This is an optimization exercise on Yosys and OpenROAD, whose aim is small area, a short achievable clock period and few clock cycles per item, not a production implementation. RTL that was checked went through simulation tests only; none was proved equivalent to the original. The RTL of run 2 was laid out without a check of its function.

==> flow/design.v, too long to show whole: its modules and the start of the top module <==
// module dmr_fec: 1940 lines
module dmr_fec (
    input  wire         clk,
    input  wire         rst,         
    input  wire         start,
    input  wire [1:0]   op,
    input  wire [195:0] din,
    output wire         ready,
    output reg          done,
    output reg  [195:0] dout,
    output reg          corr,
    output reg          fail,
    output reg  [7:0]   ncorr
);
  // ...
==> flow/run.sh <==
#!/bin/bash
# synth_recipe.tcl (not shown) runs the flow's synth.tcl, then flattens the netlist and writes it again
# the make line also repeats each setting of config.mk as NAME=value (left out here)
make -C /OpenROAD-flow-scripts/flow DESIGN_CONFIG=/design/flow/config.mk WORK_HOME=/design/flow/orfs CLKGATE_MAP_FILE= SYNTH_SCRIPT=/design/flow/synth_recipe.tcl finish
==> flow/config.mk <==
export PLATFORM = sky130hd
export DESIGN_NAME = dmr_fec
export DESIGN_NICKNAME = dmr_fec
export VERILOG_FILES = /design/flow/design.v
export SDC_FILE = /design/flow/constraint.sdc
export NUM_CORES = 8
export LEC_CHECK = 0
export CAP_MARGIN = 30
export CORE_MARGIN = 2
export CORE_UTILIZATION = 35
export PLACE_DENSITY = 0.55
export SLEW_MARGIN = 40
==> flow/constraint.sdc <==
create_clock -name core_clock -period 50.0 [get_ports {clk}]
set_input_delay 10.0000 -clock core_clock [delete_from_list [all_inputs] [get_ports {clk}]]
set_output_delay 10.0000 -clock core_clock [all_outputs]
set_load 0.01 [all_outputs]
==> results_dict.tcl, run 1 <==
set metrics [dict create \
    status "timing/DRC/antenna clean" \
    buf_share 0.08932 \
    seq-cell-share 0.2207 \
    top_usage_layer "met2" \
    cp_num_buf_inv 10 \
    synth_mux_area_frac 0.1037 \
    clock-root-buffer "clkbuf_16" \
    rows 143 \
    fmax_mhz 69.80 \
    min_to "npass[0]" \
    fin_ws_ps 35670 \
    postRouteAntennaNets 0 \
    synth_common_cells "590 x xnor2_1, 416 x dfxtp_1, 357 x ha_1" \
    worst_slew_pin_slew_ps 1128 \
    met1Wirelength_mm 134.6 \
    rr_startpoint "iter" \
    multi_input_cells 3973 \
    regToRegSetupSlack_ps 35670 \
    slowest_stage "or4_4" \
    drtIter0Drc 6885 \
    synth_cells 5061 \
    cts_buffers 82 \
    met2_usage 0.6398 \
    clk_latency_ps 730 \
    multi_input_area_share 0.5888 \
    final_cell_mix "558 x xnor2_1, 413 x dfxtp_1, 406 x clkdlybuf4s50_1, 357 x ha_1, 329 x xor2_1" \
    timing.critical_path.mode_cell "fa_1" \
    ys_seq_area_frac 0.2667 \
    post_cts_resized 0 \
    drive_gt1_frac 0.1433 \
    grt_pass1_wl_mm 447.4 \
    design.die.area_sq_um 156000 \
    grt_antenna_before_repair 54 \
    first_pass_iters 6 \
]
Testbench counts, summed over its fixed seeds: cycles 5,628, items 4,800.
==> run 2: changes to the inputs <==
--- a/flow/design.v
+++ b/flow/design.v
@@ -13,16 +13,17 @@
 );
     reg         v;           
     reg [1:0]   rop;
     reg [195:0] rin;
     reg         iter;        
     reg [2:0]   npass;       
     reg [195:0] w0;          
     reg [7:0]   ncnt;        
+    reg [29:0]  cq;          
     reg         rdy;         
     assign ready = rdy;
     wire [195:0] din_m;
     assign din_m[0] = op[1] ? din[0] : (op[0] ? din[0] : 1'b0);
     assign din_m[1] = op[1] ? din[0] : (op[0] ? din[181] : 1'b0);
     assign din_m[2] = op[1] ? (op[0] ? din[8] : din[1]) : (op[0] ? din[166] : 1'b0);
     assign din_m[3] = op[1] ? (op[0] ? din[16] : din[2]) : (op[0] ? din[151] : 1'b0);
     assign din_m[4] = op[1] ? (op[0] ? din[24] : din[3]) : (op[0] ? din[136] : din[0]);
@@ -871,29 +872,92 @@
     assign cf[105] = (csd14 == 4'h3);
     assign cf[120] = (csd14 == 4'h6);
     assign cf[135] = (csd14 == 4'hC);
     assign cf[150] = (csd14 == 4'h1) | (u1_enc & cs14[0]);
     assign cf[165] = (csd14 == 4'h2) | (u1_enc & cs14[1]);
     assign cf[180] = (csd14 == 4'h4) | (u1_enc & cs14[2]);
     assign cf[195] = (csd14 == 4'h8) | (u1_enc & cs14[3]);
     wire [195:0] u1_out = m1 ^ cf;
+    wire cfl0 = cf[1] | cf[16] | cf[31] | cf[46] | cf[61] | cf[76] | cf[91] | cf[106] | cf[121] | cf[136] | cf[151] | cf[166] | cf[181];
+    wire cfl1 = cf[2] | cf[17] | cf[32] | cf[47] | cf[62] | cf[77] | cf[92] | cf[107] | cf[122] | cf[137] | cf[152] | cf[167] | cf[182];
+    wire cfl2 = cf[3] | cf[18] | cf[33] | cf[48] | cf[63] | cf[78] | cf[93] | cf[108] | cf[123] | cf[138] | cf[153] | cf[168] | cf[183];
+    wire cfl3 = cf[4] | cf[19] | cf[34] | cf[49] | cf[64] | cf[79] | cf[94] | cf[109] | cf[124] | cf[139] | cf[154] | cf[169] | cf[184];
+    wire cfl4 = cf[5] | cf[20] | cf[35] | cf[50] | cf[65] | cf[80] | cf[95] | cf[110] | cf[125] | cf[140] | cf[155] | cf[170] | cf[185];
+    wire cfl5 = cf[6] | cf[21] | cf[36] | cf[51] | cf[66] | cf[81] | cf[96] | cf[111] | cf[126] | cf[141] | cf[156] | cf[171] | cf[186];
+    wire cfl6 = cf[7] | cf[22] | cf[37] | cf[52] | cf[67] | cf[82] | cf[97] | cf[112] | cf[127] | cf[142] | cf[157] | cf[172] | cf[187];
+    wire cfl7 = cf[8] | cf[23] | cf[38] | cf[53] | cf[68] | cf[83] | cf[98] | cf[113] | cf[128] | cf[143] | cf[158] | cf[173] | cf[188];
+    wire cfl8 = cf[9] | cf[24] | cf[39] | cf[54] | cf[69] | cf[84] | cf[99] | cf[114] | cf[129] | cf[144] | cf[159] | cf[174] | cf[189];
+    wire cfl9 = cf[10] | cf[25] | cf[40] | cf[55] | cf[70] | cf[85] | cf[100] | cf[115] | cf[130] | cf[145] | cf[160] | cf[175] | cf[190];
+    wire cfl10 = cf[11] | cf[26] | cf[41] | cf[56] | cf[71] | cf[86] | cf[101] | cf[116] | cf[131] | cf[146] | cf[161] | cf[176] | cf[191];
+    wire cfl11 = cf[12] | cf[27] | cf[42] | cf[57] | cf[72] | cf[87] | cf[102] | cf[117] | cf[132] | cf[147] | cf[162] | cf[177] | cf[192];
+    wire cfl12 = cf[13] | cf[28] | cf[43] | cf[58] | cf[73] | cf[88] | cf[103] | cf[118] | cf[133] | cf[148] | cf[163] | cf[178] | cf[193];
+    wire cfl13 = cf[14] | cf[29] | cf[44] | cf[59] | cf[74] | cf[89] | cf[104] | cf[119] | cf[134] | cf[149] | cf[164] | cf[179] | cf[194];
+    wire cfl14 = cf[15] | cf[30] | cf[45] | cf[60] | cf[75] | cf[90] | cf[105] | cf[120] | cf[135] | cf[150] | cf[165] | cf[180] | cf[195];
     wire [3:0] rt0 = {cf[1] ^ cf[2] ^ cf[3] ^ cf[5] ^ cf[7] ^ cf[8] ^ cf[11] ^ cf[15], cf[3] ^ cf[4] ^ cf[5] ^ cf[6] ^ cf[8] ^ cf[10] ^ cf[11] ^ cf[14], cf[2] ^ cf[3] ^ cf[4] ^ cf[5] ^ cf[7] ^ cf[9] ^ cf[10] ^ cf[13], cf[1] ^ cf[2] ^ cf[3] ^ cf[4] ^ cf[6] ^ cf[8] ^ cf[9] ^ cf[12]};
     wire [3:0] rt1 = {cf[16] ^ cf[17] ^ cf[18] ^ cf[20] ^ cf[22] ^ cf[23] ^ cf[26] ^ cf[30], cf[18] ^ cf[19] ^ cf[20] ^ cf[21] ^ cf[23] ^ cf[25] ^ cf[26] ^ cf[29], cf[17] ^ cf[18] ^ cf[19] ^ cf[20] ^ cf[22] ^ cf[24] ^ cf[25] ^ cf[28], cf[16] ^ cf[17] ^ cf[18] ^ cf[19] ^ cf[21] ^ cf[23] ^ cf[24] ^ cf[27]};
     wire [3:0] rt2 = {cf[31] ^ cf[32] ^ cf[33] ^ cf[35] ^ cf[37] ^ cf[38] ^ cf[41] ^ cf[45], cf[33] ^ cf[34] ^ cf[35] ^ cf[36] ^ cf[38] ^ cf[40] ^ cf[41] ^ cf[44], cf[32] ^ cf[33] ^ cf[34] ^ cf[35] ^ cf[37] ^ cf[39] ^ cf[40] ^ cf[43], cf[31] ^ cf[32] ^ cf[33] ^ cf[34] ^ cf[36] ^ cf[38] ^ cf[39] ^ cf[42]};
     wire [3:0] rt3 = {cf[46] ^ cf[47] ^ cf[48] ^ cf[50] ^ cf[52] ^ cf[53] ^ cf[56] ^ cf[60], cf[48] ^ cf[49] ^ cf[50] ^ cf[51] ^ cf[53] ^ cf[55] ^ cf[56] ^ cf[59], cf[47] ^ cf[48] ^ cf[49] ^ cf[50] ^ cf[52] ^ cf[54] ^ cf[55] ^ cf[58], cf[46] ^ cf[47] ^ cf[48] ^ cf[49] ^ cf[51] ^ cf[53] ^ cf[54] ^ cf[57]};
     wire [3:0] rt4 = {cf[61] ^ cf[62] ^ cf[63] ^ cf[65] ^ cf[67] ^ cf[68] ^ cf[71] ^ cf[75], cf[63] ^ cf[64] ^ cf[65] ^ cf[66] ^ cf[68] ^ cf[70] ^ cf[71] ^ cf[74], cf[62] ^ cf[63] ^ cf[64] ^ cf[65] ^ cf[67] ^ cf[69] ^ cf[70] ^ cf[73], cf[61] ^ cf[62] ^ cf[63] ^ cf[64] ^ cf[66] ^ cf[68] ^ cf[69] ^ cf[72]};
     wire [3:0] rt5 = {cf[76] ^ cf[77] ^ cf[78] ^ cf[80] ^ cf[82] ^ cf[83] ^ cf[86] ^ cf[90], cf[78] ^ cf[79] ^ cf[80] ^ cf[81] ^ cf[83] ^ cf[85] ^ cf[86] ^ cf[89], cf[77] ^ cf[78] ^ cf[79] ^ cf[80] ^ cf[82] ^ cf[84] ^ cf[85] ^ cf[88], cf[76] ^ cf[77] ^ cf[78] ^ cf[79] ^ cf[81] ^ cf[83] ^ cf[84] ^ cf[87]};
     wire [3:0] rt6 = {cf[91] ^ cf[92] ^ cf[93] ^ cf[95] ^ cf[97] ^ cf[98] ^ cf[101] ^ cf[105], cf[93] ^ cf[94] ^ cf[95] ^ cf[96] ^ cf[98] ^ cf[100] ^ cf[101] ^ cf[104], cf[92] ^ cf[93] ^ cf[94] ^ cf[95] ^ cf[97] ^ cf[99] ^ cf[100] ^ cf[103], cf[91] ^ cf[92] ^ cf[93] ^ cf[94] ^ cf[96] ^ cf[98] ^ cf[99] ^ cf[102]};
     wire [3:0] rt7 = {cf[106] ^ cf[107] ^ cf[108] ^ cf[110] ^ cf[112] ^ cf[113] ^ cf[116] ^ cf[120], cf[108] ^ cf[109] ^ cf[110] ^ cf[111] ^ cf[113] ^ cf[115] ^ cf[116] ^ cf[119], cf[107] ^ cf[108] ^ cf[109] ^ cf[110] ^ cf[112] ^ cf[114] ^ cf[115] ^ cf[118], cf[106] ^ cf[107] ^ cf[108] ^ cf[109] ^ cf[111] ^ cf[113] ^ cf[114] ^ cf[117]};
     wire [3:0] rt8 = {cf[121] ^ cf[122] ^ cf[123] ^ cf[125] ^ cf[127] ^ cf[128] ^ cf[131] ^ cf[135], cf[123] ^ cf[124] ^ cf[125] ^ cf[126] ^ cf[128] ^ cf[130] ^ cf[131] ^ cf[134], cf[122] ^ cf[123] ^ cf[124] ^ cf[125] ^ cf[127] ^ cf[129] ^ cf[130] ^ cf[133], cf[121] ^ cf[122] ^ cf[123] ^ cf[124] ^ cf[126] ^ cf[128] ^ cf[129] ^ cf[132]};
     wire rows_nz = (|rt0) | (|rt1) | (|rt2) | (|rt3) | (|rt4) | (|rt5) | (|rt6) | (|rt7) | (|rt8);
     wire cols_left = (cs0 == 4'h9) | (cs0 == 4'hB) | (cs1 == 4'h9) | (cs1 == 4'hB) | (cs2 == 4'h9) | (cs2 == 4'hB) | (cs3 == 4'h9) | (cs3 == 4'hB) | (cs4 == 4'h9) | (cs4 == 4'hB) | (cs5 == 4'h9) | (cs5 == 4'hB) | (cs6 == 4'h9) | (cs6 == 4'hB) | (cs7 == 4'h9) | (cs7 == 4'hB) | (cs8 == 4'h9) | (cs8 == 4'hB) | (cs9 == 4'h9) | (cs9 == 4'hB) | (cs10 == 4'h9) | (cs10 == 4'hB) | (cs11 == 4'h9) | (cs11 == 4'hB) | (cs12 == 4'h9) | (cs12 == 4'hB) | (cs13 == 4'h9) | (cs13 == 4'hB) | (cs14 == 4'h9) | (cs14 == 4'hB);
+    wire osc_rows = (rt0 == rsd0) & (rt1 == rsd1) & (rt2 == rsd2) & (rt3 == rsd3) & (rt4 == rsd4) & (rt5 == rsd5) & (rt6 == rsd6) & (rt7 == rsd7) & (rt8 == rsd8);
+    wire c9_0 = (cs0 == 4'h9);
+    wire cB_0 = (cs0 == 4'hB);
+    wire ocol0 = (cfl0 | (cs0 == 4'h0)) ? (cq[1:0] == 2'b00) : (c9_0 ? cq[0] : cq[1]);
+    wire c9_1 = (cs1 == 4'h9);
+    wire cB_1 = (cs1 == 4'hB);
+    wire ocol1 = (cfl1 | (cs1 == 4'h0)) ? (cq[3:2] == 2'b00) : (c9_1 ? cq[2] : cq[3]);
+    wire c9_2 = (cs2 == 4'h9);
+    wire cB_2 = (cs2 == 4'hB);
+    wire ocol2 = (cfl2 | (cs2 == 4'h0)) ? (cq[5:4] == 2'b00) : (c9_2 ? cq[4] : cq[5]);
+    wire c9_3 = (cs3 == 4'h9);
+    wire cB_3 = (cs3 == 4'hB);
+    wire ocol3 = (cfl3 | (cs3 == 4'h0)) ? (cq[7:6] == 2'b00) : (c9_3 ? cq[6] : cq[7]);
+    wire c9_4 = (cs4 == 4'h9);
+    wire cB_4 = (cs4 == 4'hB);
+    wire ocol4 = (cfl4 | (cs4 == 4'h0)) ? (cq[9:8] == 2'b00) : (c9_4 ? cq[8] : cq[9]);
+    wire c9_5 = (cs5 == 4'h9);
+    wire cB_5 = (cs5 == 4'hB);
+    wire ocol5 = (cfl5 | (cs5 == 4'h0)) ? (cq[11:10] == 2'b00) : (c9_5 ? cq[10] : cq[11]);
+    wire c9_6 = (cs6 == 4'h9);
+    wire cB_6 = (cs6 == 4'hB);
+    wire ocol6 = (cfl6 | (cs6 == 4'h0)) ? (cq[13:12] == 2'b00) : (c9_6 ? cq[12] : cq[13]);
+    wire c9_7 = (cs7 == 4'h9);
+    wire cB_7 = (cs7 == 4'hB);
+    wire ocol7 = (cfl7 | (cs7 == 4'h0)) ? (cq[15:14] == 2'b00) : (c9_7 ? cq[14] : cq[15]);
+    wire c9_8 = (cs8 == 4'h9);
+    wire cB_8 = (cs8 == 4'hB);
+    wire ocol8 = (cfl8 | (cs8 == 4'h0)) ? (cq[17:16] == 2'b00) : (c9_8 ? cq[16] : cq[17]);
+    wire c9_9 = (cs9 == 4'h9);
+    wire cB_9 = (cs9 == 4'hB);
+    wire ocol9 = (cfl9 | (cs9 == 4'h0)) ? (cq[19:18] == 2'b00) : (c9_9 ? cq[18] : cq[19]);
+    wire c9_10 = (cs10 == 4'h9);
+    wire cB_10 = (cs10 == 4'hB);
+    wire ocol10 = (cfl10 | (cs10 == 4'h0)) ? (cq[21:20] == 2'b00) : (c9_10 ? cq[20] : cq[21]);
+    wire c9_11 = (cs11 == 4'h9);
+    wire cB_11 = (cs11 == 4'hB);
+    wire ocol11 = (cfl11 | (cs11 == 4'h0)) ? (cq[23:22] == 2'b00) : (c9_11 ? cq[22] : cq[23]);
+    wire c9_12 = (cs12 == 4'h9);
+    wire cB_12 = (cs12 == 4'hB);
+    wire ocol12 = (cfl12 | (cs12 == 4'h0)) ? (cq[25:24] == 2'b00) : (c9_12 ? cq[24] : cq[25]);
+    wire c9_13 = (cs13 == 4'h9);
+    wire cB_13 = (cs13 == 4'hB);
+    wire ocol13 = (cfl13 | (cs13 == 4'h0)) ? (cq[27:26] == 2'b00) : (c9_13 ? cq[26] : cq[27]);
+    wire c9_14 = (cs14 == 4'h9);
+    wire cB_14 = (cs14 == 4'hB);
+    wire ocol14 = (cfl14 | (cs14 == 4'h0)) ? (cq[29:28] == 2'b00) : (c9_14 ? cq[28] : cq[29]);
+    wire [29:0] cq_n = {cB_14, c9_14, cB_13, c9_13, cB_12, c9_12, cB_11, c9_11, cB_10, c9_10, cB_9, c9_9, cB_8, c9_8, cB_7, c9_7, cB_6, c9_6, cB_5, c9_5, cB_4, c9_4, cB_3, c9_3, cB_2, c9_2, cB_1, c9_1, cB_0, c9_0};
+    wire osc = iter && rows_nz && osc_rows && ocol0 && ocol1 && ocol2 && ocol3 && ocol4 && ocol5 && ocol6 && ocol7 && ocol8 && ocol9 && ocol10 && ocol11 && ocol12 && ocol13 && ocol14;
     wire consistent = !rows_nz && !cols_left;
-    wire fin = !rows_nz || (iter && npass == 3'd4);
+    wire fin = !rows_nz || osc || (iter && npass == 3'd4);
     wire [195:0] mg = {196{iter}} & w0;
     wire [195:0] mx = mg ^ rf;
     wire [195:0] pc_in = mx ^ cf;       
     wire [7:0] ncg = {8{iter}} & ncnt;
     wire rfl0 = |rsd0;
     wire rhit0 = (rf[1] & mg[1]) | (rf[2] & mg[2]) | (rf[3] & mg[3]) | (rf[4] & mg[4]) | (rf[5] & mg[5]) | (rf[6] & mg[6]) | (rf[7] & mg[7]) | (rf[8] & mg[8]) | (rf[9] & mg[9]) | (rf[10] & mg[10]) | (rf[11] & mg[11]) | (rf[12] & mg[12]) | (rf[13] & mg[13]) | (rf[14] & mg[14]) | (rf[15] & mg[15]);
     wire rfl1 = |rsd1;
     wire rhit1 = (rf[16] & mg[16]) | (rf[17] & mg[17]) | (rf[18] & mg[18]) | (rf[19] & mg[19]) | (rf[20] & mg[20]) | (rf[21] & mg[21]) | (rf[22] & mg[22]) | (rf[23] & mg[23]) | (rf[24] & mg[24]) | (rf[25] & mg[25]) | (rf[26] & mg[26]) | (rf[27] & mg[27]) | (rf[28] & mg[28]) | (rf[29] & mg[29]) | (rf[30] & mg[30]);
@@ -906,45 +970,30 @@
     wire rfl5 = |rsd5;
     wire rhit5 = (rf[76] & mg[76]) | (rf[77] & mg[77]) | (rf[78] & mg[78]) | (rf[79] & mg[79]) | (rf[80] & mg[80]) | (rf[81] & mg[81]) | (rf[82] & mg[82]) | (rf[83] & mg[83]) | (rf[84] & mg[84]) | (rf[85] & mg[85]) | (rf[86] & mg[86]) | (rf[87] & mg[87]) | (rf[88] & mg[88]) | (rf[89] & mg[89]) | (rf[90] & mg[90]);
     wire rfl6 = |rsd6;
     wire rhit6 = (rf[91] & mg[91]) | (rf[92] & mg[92]) | (rf[93] & mg[93]) | (rf[94] & mg[94]) | (rf[95] & mg[95]) | (rf[96] & mg[96]) | (rf[97] & mg[97]) | (rf[98] & mg[98]) | (rf[99] & mg[99]) | (rf[100] & mg[100]) | (rf[101] & mg[101]) | (rf[102] & mg[102]) | (rf[103] & mg[103]) | (rf[104] & mg[104]) | (rf[105] & mg[105]);
     wire rfl7 = |rsd7;
     wire rhit7 = (rf[106] & mg[106]) | (rf[107] & mg[107]) | (rf[108] & mg[108]) | (rf[109] & mg[109]) | (rf[110] & mg[110]) | (rf[111] & mg[111]) | (rf[112] & mg[112]) | (rf[113] & mg[113]) | (rf[114] & mg[114]) | (rf[115] & mg[115]) | (rf[116] & mg[116]) | (rf[117] & mg[117]) | (rf[118] & mg[118]) | (rf[119] & mg[119]) | (rf[120] & mg[120]);
     wire rfl8 = |rsd8;
     wire rhit8 = (rf[121] & mg[121]) | (rf[122] & mg[122]) | (rf[123] & mg[123]) | (rf[124] & mg[124]) | (rf[125] & mg[125]) | (rf[126] & mg[126]) | (rf[127] & mg[127]) | (rf[128] & mg[128]) | (rf[129] & mg[129]) | (rf[130] & mg[130]) | (rf[131] & mg[131]) | (rf[132] & mg[132]) | (rf[133] & mg[133]) | (rf[134] & mg[134]) | (rf[135] & mg[135]);
-    wire cfl0 = cf[1] | cf[16] | cf[31] | cf[46] | cf[61] | cf[76] | cf[91] | cf[106] | cf[121] | cf[136] | cf[151] | cf[166] | cf[181];
     wire chit0 = (cf[1] & mx[1]) | (cf[16] & mx[16]) | (cf[31] & mx[31]) | (cf[46] & mx[46]) | (cf[61] & mx[61]) | (cf[76] & mx[76]) | (cf[91] & mx[91]) | (cf[106] & mx[106]) | (cf[121] & mx[121]) | (cf[136] & mx[136]) | (cf[151] & mx[151]) | (cf[166] & mx[166]) | (cf[181] & mx[181]);
-    wire cfl1 = cf[2] | cf[17] | cf[32] | cf[47] | cf[62] | cf[77] | cf[92] | cf[107] | cf[122] | cf[137] | cf[152] | cf[167] | cf[182];
     wire chit1 = (cf[2] & mx[2]) | (cf[17] & mx[17]) | (cf[32] & mx[32]) | (cf[47] & mx[47]) | (cf[62] & mx[62]) | (cf[77] & mx[77]) | (cf[92] & mx[92]) | (cf[107] & mx[107]) | (cf[122] & mx[122]) | (cf[137] & mx[137]) | (cf[152] & mx[152]) | (cf[167] & mx[167]) | (cf[182] & mx[182]);
-    wire cfl2 = cf[3] | cf[18] | cf[33] | cf[48] | cf[63] | cf[78] | cf[93] | cf[108] | cf[123] | cf[138] | cf[153] | cf[168] | cf[183];
     wire chit2 = (cf[3] & mx[3]) | (cf[18] & mx[18]) | (cf[33] & mx[33]) | (cf[48] & mx[48]) | (cf[63] & mx[63]) | (cf[78] & mx[78]) | (cf[93] & mx[93]) | (cf[108] & mx[108]) | (cf[123] & mx[123]) | (cf[138] & mx[138]) | (cf[153] & mx[153]) | (cf[168] & mx[168]) | (cf[183] & mx[183]);
-    wire cfl3 = cf[4] | cf[19] | cf[34] | cf[49] | cf[64] | cf[79] | cf[94] | cf[109] | cf[124] | cf[139] | cf[154] | cf[169] | cf[184];
     wire chit3 = (cf[4] & mx[4]) | (cf[19] & mx[19]) | (cf[34] & mx[34]) | (cf[49] & mx[49]) | (cf[64] & mx[64]) | (cf[79] & mx[79]) | (cf[94] & mx[94]) | (cf[109] & mx[109]) | (cf[124] & mx[124]) | (cf[139] & mx[139]) | (cf[154] & mx[154]) | (cf[169] & mx[169]) | (cf[184] & mx[184]);
-    wire cfl4 = cf[5] | cf[20] | cf[35] | cf[50] | cf[65] | cf[80] | cf[95] | cf[110] | cf[125] | cf[140] | cf[155] | cf[170] | cf[185];
     wire chit4 = (cf[5] & mx[5]) | (cf[20] & mx[20]) | (cf[35] & mx[35]) | (cf[50] & mx[50]) | (cf[65] & mx[65]) | (cf[80] & mx[80]) | (cf[95] & mx[95]) | (cf[110] & mx[110]) | (cf[125] & mx[125]) | (cf[140] & mx[140]) | (cf[155] & mx[155]) | (cf[170] & mx[170]) | (cf[185] & mx[185]);
-    wire cfl5 = cf[6] | cf[21] | cf[36] | cf[51] | cf[66] | cf[81] | cf[96] | cf[111] | cf[126] | cf[141] | cf[156] | cf[171] | cf[186];
     wire chit5 = (cf[6] & mx[6]) | (cf[21] & mx[21]) | (cf[36] & mx[36]) | (cf[51] & mx[51]) | (cf[66] & mx[66]) | (cf[81] & mx[81]) | (cf[96] & mx[96]) | (cf[111] & mx[111]) | (cf[126] & mx[126]) | (cf[141] & mx[141]) | (cf[156] & mx[156]) | (cf[171] & mx[171]) | (cf[186] & mx[186]);
-    wire cfl6 = cf[7] | cf[22] | cf[37] | cf[52] | cf[67] | cf[82] | cf[97] | cf[112] | cf[127] | cf[142] | cf[157] | cf[172] | cf[187];
     wire chit6 = (cf[7] & mx[7]) | (cf[22] & mx[22]) | (cf[37] & mx[37]) | (cf[52] & mx[52]) | (cf[67] & mx[67]) | (cf[82] & mx[82]) | (cf[97] & mx[97]) | (cf[112] & mx[112]) | (cf[127] & mx[127]) | (cf[142] & mx[142]) | (cf[157] & mx[157]) | (cf[172] & mx[172]) | (cf[187] & mx[187]);
-    wire cfl7 = cf[8] | cf[23] | cf[38] | cf[53] | cf[68] | cf[83] | cf[98] | cf[113] | cf[128] | cf[143] | cf[158] | cf[173] | cf[188];
     wire chit7 = (cf[8] & mx[8]) | (cf[23] & mx[23]) | (cf[38] & mx[38]) | (cf[53] & mx[53]) | (cf[68] & mx[68]) | (cf[83] & mx[83]) | (cf[98] & mx[98]) | (cf[113] & mx[113]) | (cf[128] & mx[128]) | (cf[143] & mx[143]) | (cf[158] & mx[158]) | (cf[173] & mx[173]) | (cf[188] & mx[188]);
-    wire cfl8 = cf[9] | cf[24] | cf[39] | cf[54] | cf[69] | cf[84] | cf[99] | cf[114] | cf[129] | cf[144] | cf[159] | cf[174] | cf[189];
     wire chit8 = (cf[9] & mx[9]) | (cf[24] & mx[24]) | (cf[39] & mx[39]) | (cf[54] & mx[54]) | (cf[69] & mx[69]) | (cf[84] & mx[84]) | (cf[99] & mx[99]) | (cf[114] & mx[114]) | (cf[129] & mx[129]) | (cf[144] & mx[144]) | (cf[159] & mx[159]) | (cf[174] & mx[174]) | (cf[189] & mx[189]);
-    wire cfl9 = cf[10] | cf[25] | cf[40] | cf[55] | cf[70] | cf[85] | cf[100] | cf[115] | cf[130] | cf[145] | cf[160] | cf[175] | cf[190];
     wire chit9 = (cf[10] & mx[10]) | (cf[25] & mx[25]) | (cf[40] & mx[40]) | (cf[55] & mx[55]) | (cf[70] & mx[70]) | (cf[85] & mx[85]) | (cf[100] & mx[100]) | (cf[115] & mx[115]) | (cf[130] & mx[130]) | (cf[145] & mx[145]) | (cf[160] & mx[160]) | (cf[175] & mx[175]) | (cf[190] & mx[190]);
-    wire cfl10 = cf[11] | cf[26] | cf[41] | cf[56] | cf[71] | cf[86] | cf[101] | cf[116] | cf[131] | cf[146] | cf[161] | cf[176] | cf[191];
     wire chit10 = (cf[11] & mx[11]) | (cf[26] & mx[26]) | (cf[41] & mx[41]) | (cf[56] & mx[56]) | (cf[71] & mx[71]) | (cf[86] & mx[86]) | (cf[101] & mx[101]) | (cf[116] & mx[116]) | (cf[131] & mx[131]) | (cf[146] & mx[146]) | (cf[161] & mx[161]) | (cf[176] & mx[176]) | (cf[191] & mx[191]);
-    wire cfl11 = cf[12] | cf[27] | cf[42] | cf[57] | cf[72] | cf[87] | cf[102] | cf[117] | cf[132] | cf[147] | cf[162] | cf[177] | cf[192];
     wire chit11 = (cf[12] & mx[12]) | (cf[27] & mx[27]) | (cf[42] & mx[42]) | (cf[57] & mx[57]) | (cf[72] & mx[72]) | (cf[87] & mx[87]) | (cf[102] & mx[102]) | (cf[117] & mx[117]) | (cf[132] & mx[132]) | (cf[147] & mx[147]) | (cf[162] & mx[162]) | (cf[177] & mx[177]) | (cf[192] & mx[192]);
-    wire cfl12 = cf[13] | cf[28] | cf[43] | cf[58] | cf[73] | cf[88] | cf[103] | cf[118] | cf[133] | cf[148] | cf[163] | cf[178] | cf[193];
     wire chit12 = (cf[13] & mx[13]) | (cf[28] & mx[28]) | (cf[43] & mx[43]) | (cf[58] & mx[58]) | (cf[73] & mx[73]) | (cf[88] & mx[88]) | (cf[103] & mx[103]) | (cf[118] & mx[118]) | (cf[133] & mx[133]) | (cf[148] & mx[148]) | (cf[163] & mx[163]) | (cf[178] & mx[178]) | (cf[193] & mx[193]);
-    wire cfl13 = cf[14] | cf[29] | cf[44] | cf[59] | cf[74] | cf[89] | cf[104] | cf[119] | cf[134] | cf[149] | cf[164] | cf[179] | cf[194];
     wire chit13 = (cf[14] & mx[14]) | (cf[29] & mx[29]) | (cf[44] & mx[44]) | (cf[59] & mx[59]) | (cf[74] & mx[74]) | (cf[89] & mx[89]) | (cf[104] & mx[104]) | (cf[119] & mx[119]) | (cf[134] & mx[134]) | (cf[149] & mx[149]) | (cf[164] & mx[164]) | (cf[179] & mx[179]) | (cf[194] & mx[194]);
-    wire cfl14 = cf[15] | cf[30] | cf[45] | cf[60] | cf[75] | cf[90] | cf[105] | cf[120] | cf[135] | cf[150] | cf[165] | cf[180] | cf[195];
     wire chit14 = (cf[15] & mx[15]) | (cf[30] & mx[30]) | (cf[45] & mx[45]) | (cf[60] & mx[60]) | (cf[75] & mx[75]) | (cf[90] & mx[90]) | (cf[105] & mx[105]) | (cf[120] & mx[120]) | (cf[135] & mx[135]) | (cf[150] & mx[150]) | (cf[165] & mx[165]) | (cf[180] & mx[180]) | (cf[195] & mx[195]);
     wire nc_1 = ncg[0] ^ rfl0 ^ rfl1;
     wire nc_2 = (ncg[0] & rfl0) | (ncg[0] & rfl1) | (rfl0 & rfl1);
     wire nc_3 = rfl2 ^ rfl3 ^ rfl4;
     wire nc_4 = (rfl2 & rfl3) | (rfl2 & rfl4) | (rfl3 & rfl4);
     wire nc_5 = rfl5 ^ rfl6 ^ rfl7;
     wire nc_6 = (rfl5 & rfl6) | (rfl5 & rfl7) | (rfl6 & rfl7);
     wire nc_7 = rfl8 ^ cfl0 ^ cfl1;
@@ -1912,16 +1961,17 @@
     assign dout_n[193] = (s_mat & u1_out[157]);
     assign dout_n[194] = (s_mat & u1_out[170]);
     assign dout_n[195] = (s_mat & u1_out[183]);
     wire v_n    = !rst && (ready ? start : v);
     wire iter_n = !rst && dec_act && !fin;
     always @(posedge clk) begin
         w0    <= pc_in;
         ncnt  <= ndiff;
+        cq    <= cq_n;
         dout  <= dout_n;
         npass <= iter ? npass + 3'd1 : 3'd1;
         if (dec_act) begin
             fail  <= !consistent;
             corr  <= consistent && (ndiff != 8'd0);
             ncorr <= consistent ? ndiff : 8'd0;
         end else begin
             fail  <= (rop == 2'd3) && e_fail;
==> flow/flow/run.sh (new file) <==
#!/bin/bash
# Standard ORFS layout at the design's clock and constraints, with:
#  - repair_timing asked to leave a setup margin (shorter critical paths),
#  - plain buf_2 cells as the port buffers,
#  - no dummy loads in the clock tree.
bash standard.sh SETUP_SLACK_MARGIN=38.5 \
  BUFFER_PORTS_ARGS="-buffer_cell sky130_fd_sc_hd__buf_2" \
  CTS_ARGS="-sink_clustering_enable -repair_clock_nets -dont_use_dummy_load" \
  finish > standard.log 2>&1
==> flow/standard.sh (new file) <==
#!/bin/bash
# synth_recipe.tcl (not shown) runs the flow's synth.tcl, then flattens the netlist and writes it again
# the make line also repeats each setting of config.mk as NAME=value (left out here)
make -C /OpenROAD-flow-scripts/flow DESIGN_CONFIG=/design/flow/config.mk WORK_HOME=/design/flow/orfs CLKGATE_MAP_FILE= SYNTH_SCRIPT=/design/flow/synth_recipe.tcl "${@:-finish}"
==> flow/config.mk (replaced) <==
export PLATFORM = sky130hd
export DESIGN_NAME = dmr_fec
export DESIGN_NICKNAME = dmr_fec
export VERILOG_FILES = /design/flow/design.v
export SDC_FILE = /design/flow/constraint.sdc
export NUM_CORES = 8
export LEC_CHECK = 0
export CAP_MARGIN = 30
export CORE_MARGIN = 2
export CORE_UTILIZATION = 35
export PLACE_DENSITY = 0.55
export SLEW_MARGIN = 20
removed: flow/run.sh
==> run 2 against run 1 <==
Wire length increased by 25%. Sequential share of layout area decreased by 1.3 points. Cell area increased by 11%. Clock skew increased by 32 ps. Highest routed layer unchanged.
==> results_dict.tcl, run 2 <==
set metrics [dict create \
    grt_pass1_wl_mm 546.9 \
    routed_wirelength_mm 443.4 \
    drc 0 \
    status "timing/DRC/antenna clean" \
    ios 409 \
    ys_seq_area_frac 0.2626 \
    min_period_ps 11970 \
    cp_num_buf_inv 9 \
    hold_violations 0 \
    wl_per_cell_um 51.56 \
    clockBufferDepth 3 \
    clk_latency_ps 770 \
    cp_max_fo 11 \
    die_h_um 406.3 \
    cts_tree "yes" \
    first_pass_iters 9 \
    max-slew-margin-rel 0.1341 \
    core_sq_um 160600 \
    timing.critical_path.mode_cell "fa_1" \
    rr_startpoint "iter" \
    final_area_sq_um 71910 \
    slowest_stage "nor4b_4" \
    final_common_cell "xnor2_1" \
    drtIter0Drc 9066 \
    crit_arrival_ps 12560 \
    fmax_mhz 83.55 \
    multiInputGateArea_sq_um 43180 \
    slowest_delay_ps 780 \
    worst_slew_pin_slew_ps 1282 \
    clock-root-buffer "clkbuf_16" \
    io_buffers 408 \
    ys_warn_count 1 \
    fillers 15381 \
    dieWidth_um 406.3 \
    place_area_sq_um 63210 \
    largest_registers "dout: 196 flops, rin: 196 flops, w0: 195 flops" \
    async_reset_ff_frac 0 \
    design.die.area_sq_um 165000 \
    avgSynthCellArea_sq_um 10.27 \
    synth_area_sq_um 56630 \
    synth_common_cells "604 x xnor2_1, 454 x nor2_1, 446 x dfxtp_1" \
    hpwl_mm 361.7 \
    grt_antenna_before_repair 71 \
    nNetsFinal 7079 \
    postRouteAntennaNets 0 \
    viasPerCell 6.453 \
    clk_pin_slew_ps 60 \
    grt_pass1_vias 50324 \
    synth_cells 5517 \
    start_util 0.3527 \
    r2r_cells 35 \
    seq_area_sq_um 14960 \
    regToRegSetupSlack_ps 38030 \
    htree_num_levels 3 \
    cpLargestDelayFamily "adder cells" \
    holdPathStages 1 \
    grt_max_degree 83 \
    synth.area.top_cells "dfxtp_1 16%, edfxtp_1 10%, xnor2_1 9.3%, ha_1 7.8%, xnor3_1 6.6%" \
    synth_flop_cell "dfxtp_1" \
    timing.rr.end "corr" \
    synth_edf_count 198 \
    yosys_register_bits 644 \
    crit_type "flip-flop to flip-flop" \
    rsz0062_at_grt "yes" \
    synth_top_area_share 0.1577 \
    setup_viol 0 \
    min_path_type "flip-flop to flip-flop" \
    start_kind "flip-flop" \
    worstHoldStart "npass[0]" \
    overflow 0 \
    drive_gt1_frac 0.3102 \
    rows 147 \
    min_to "npass[0]" \
    clock_skew_ps 77.89 \
    synth.distinct_cells 119 \
    area_growth_syn_to_layout_pct 26.98 \
    synth_nets 6191 \
    slew_violations 0 \
    grt_use_total 0.5214 \
    cts_buffers 86 \
    synth_top_area_cell "dfxtp_1" \
    finalSetupTns_ps 0 \
    place_congestion 1.181 \
    ctsHoldBuffers 0 \
    synth_most_common_cell "xnor2_1" \
    clock_sinks 644 \
    endpoint_kind "flip-flop" \
    required_ps 50590 \
    final_cell_mix "529 x xnor2_1, 508 x buf_4, 415 x buf_2, 408 x nor2_1, 391 x dfxtp_1" \
    fin_crit_sh 0.2394 \
    drv_cap 0 \
    route.vias.total 55486 \
]
## run 2: cell types whose count changed in the layout (fill, tap and decap cells not counted), sizes merged, moves of 30 or more
cell           before   now
a21oi             135   193
buf               218  1005
clkdlybuf4s50     406     0
dfxtp             416   446
nand2             186   263
nor2              321   462
o21ai             101   133
o22a               43     5
xnor2             620   652
## run 2: cell type report
| cell class | count | share of cell area |
|---|---|---|
| well taps | 2160 | 0.03758 |
| multi-input cells | 4373 | 0.6005 |
| flip-flops and latches | 644 | 0.2080 |
| inverters | 272 | 0.01550 |
| repair buffers | 1028 | 0.1073 |
| diodes | 35 | 0.001218 |
| clock buffers | 86 | 0.02993 |
## run 2: worst max path at each step
stage | end | slack (ps) | startpoint | cells past startpoint
finish | corr | 38030 | iter | 35
global placement | corr | 33880 | iter | 35
CTS | corr | 38310 | iter | 43
floorplan | ready | 38360 | rdy | 0
global route | corr | 38110 | iter | 44
detailed placement | corr | 35100 | iter | 35
## run 2: metal layers
metal / GRT usage / up-vias / part of all wire
met5: 0 / - / 0.0013
met4: 0.4513 / 28 / 0.11
met3: 0.2355 / 1424 / 0.14
met2: 0.7054 / 4723 / 0.39
met1: 0.6194 / 28086 / 0.36
li1: - / 21225 / -
## run 2: metrics by stage
step / worst slack, ps / util / hold slack [ps] / std cells
2_1_floorplan: 38360 / - / 383.7 / 5517
3_3_place_gp: 33880 / 0.3909 / 393.8 / 8114
3_5_place_dp: 35100 / 0.3936 / 417.0 / 8151
4_1_cts: 38310 / 0.4338 / 428.8 / 8417
5_1_grt: 38110 / 0.4474 / 444.9 / 8568
6_report: 38030 / 0.4479 / 429.4 / 8598
## run 2: what timing repair did
action,4_1_cts,5_1_grt
resized for setup,483,183
setup endpoints to repair,305,119
pin swaps,102,61
cloned,16,5
buffers inserted,164,125
## run 2: logic make-up (layout without fill, tap and decap cells)
kind of cell,Yosys count,count (layout),synth area share
flip-flops,644,644,0.2626
adder cells (fa/ha/maj),474,474,0.1207
buffers and inverters,507,1386,0.03886
other,0,35,0
multiplexers,471,471,0.09959
AO/OA/AOI/OAI,683,684,0.08453
XOR/XNOR,1223,1224,0.2519
AND/OR/NAND/NOR,1515,1520,0.1417

-- port drivers added, routing unchanged --
In the flow no input, the clock included, has a driving cell. The finished layouts below were timed again as built, in two steps.
Step 1 sets driving cells, clkbuf_16 on the clock port and buf_2 on the other inputs (assumed; they add their load-dependent delay and slew).
Step 2 times the ports against the registers' clock, not the clock port: input delays grow and output delays shrink by t, the midpoint of the rising clock arrivals with the driver on.
a / b / c = ideal ports / drivers / drivers and shift; a / b = the first two.
run | shift t [ns] | slack for setup (ns) | slew at the worst register clock pin (ns)
run 1 | 0.796 | 35.673 / 35.673 / 35.673 | 0.07 / 0.07
run 2 | 0.827 | 38.031 / 38.031 / 37.730 | 0.07 / 0.07
After both steps every run listed still meets setup and hold. For run 2, which loses most, drivers alone change the setup slack by 0.000 ns; drivers and shift together by -0.301 ns.
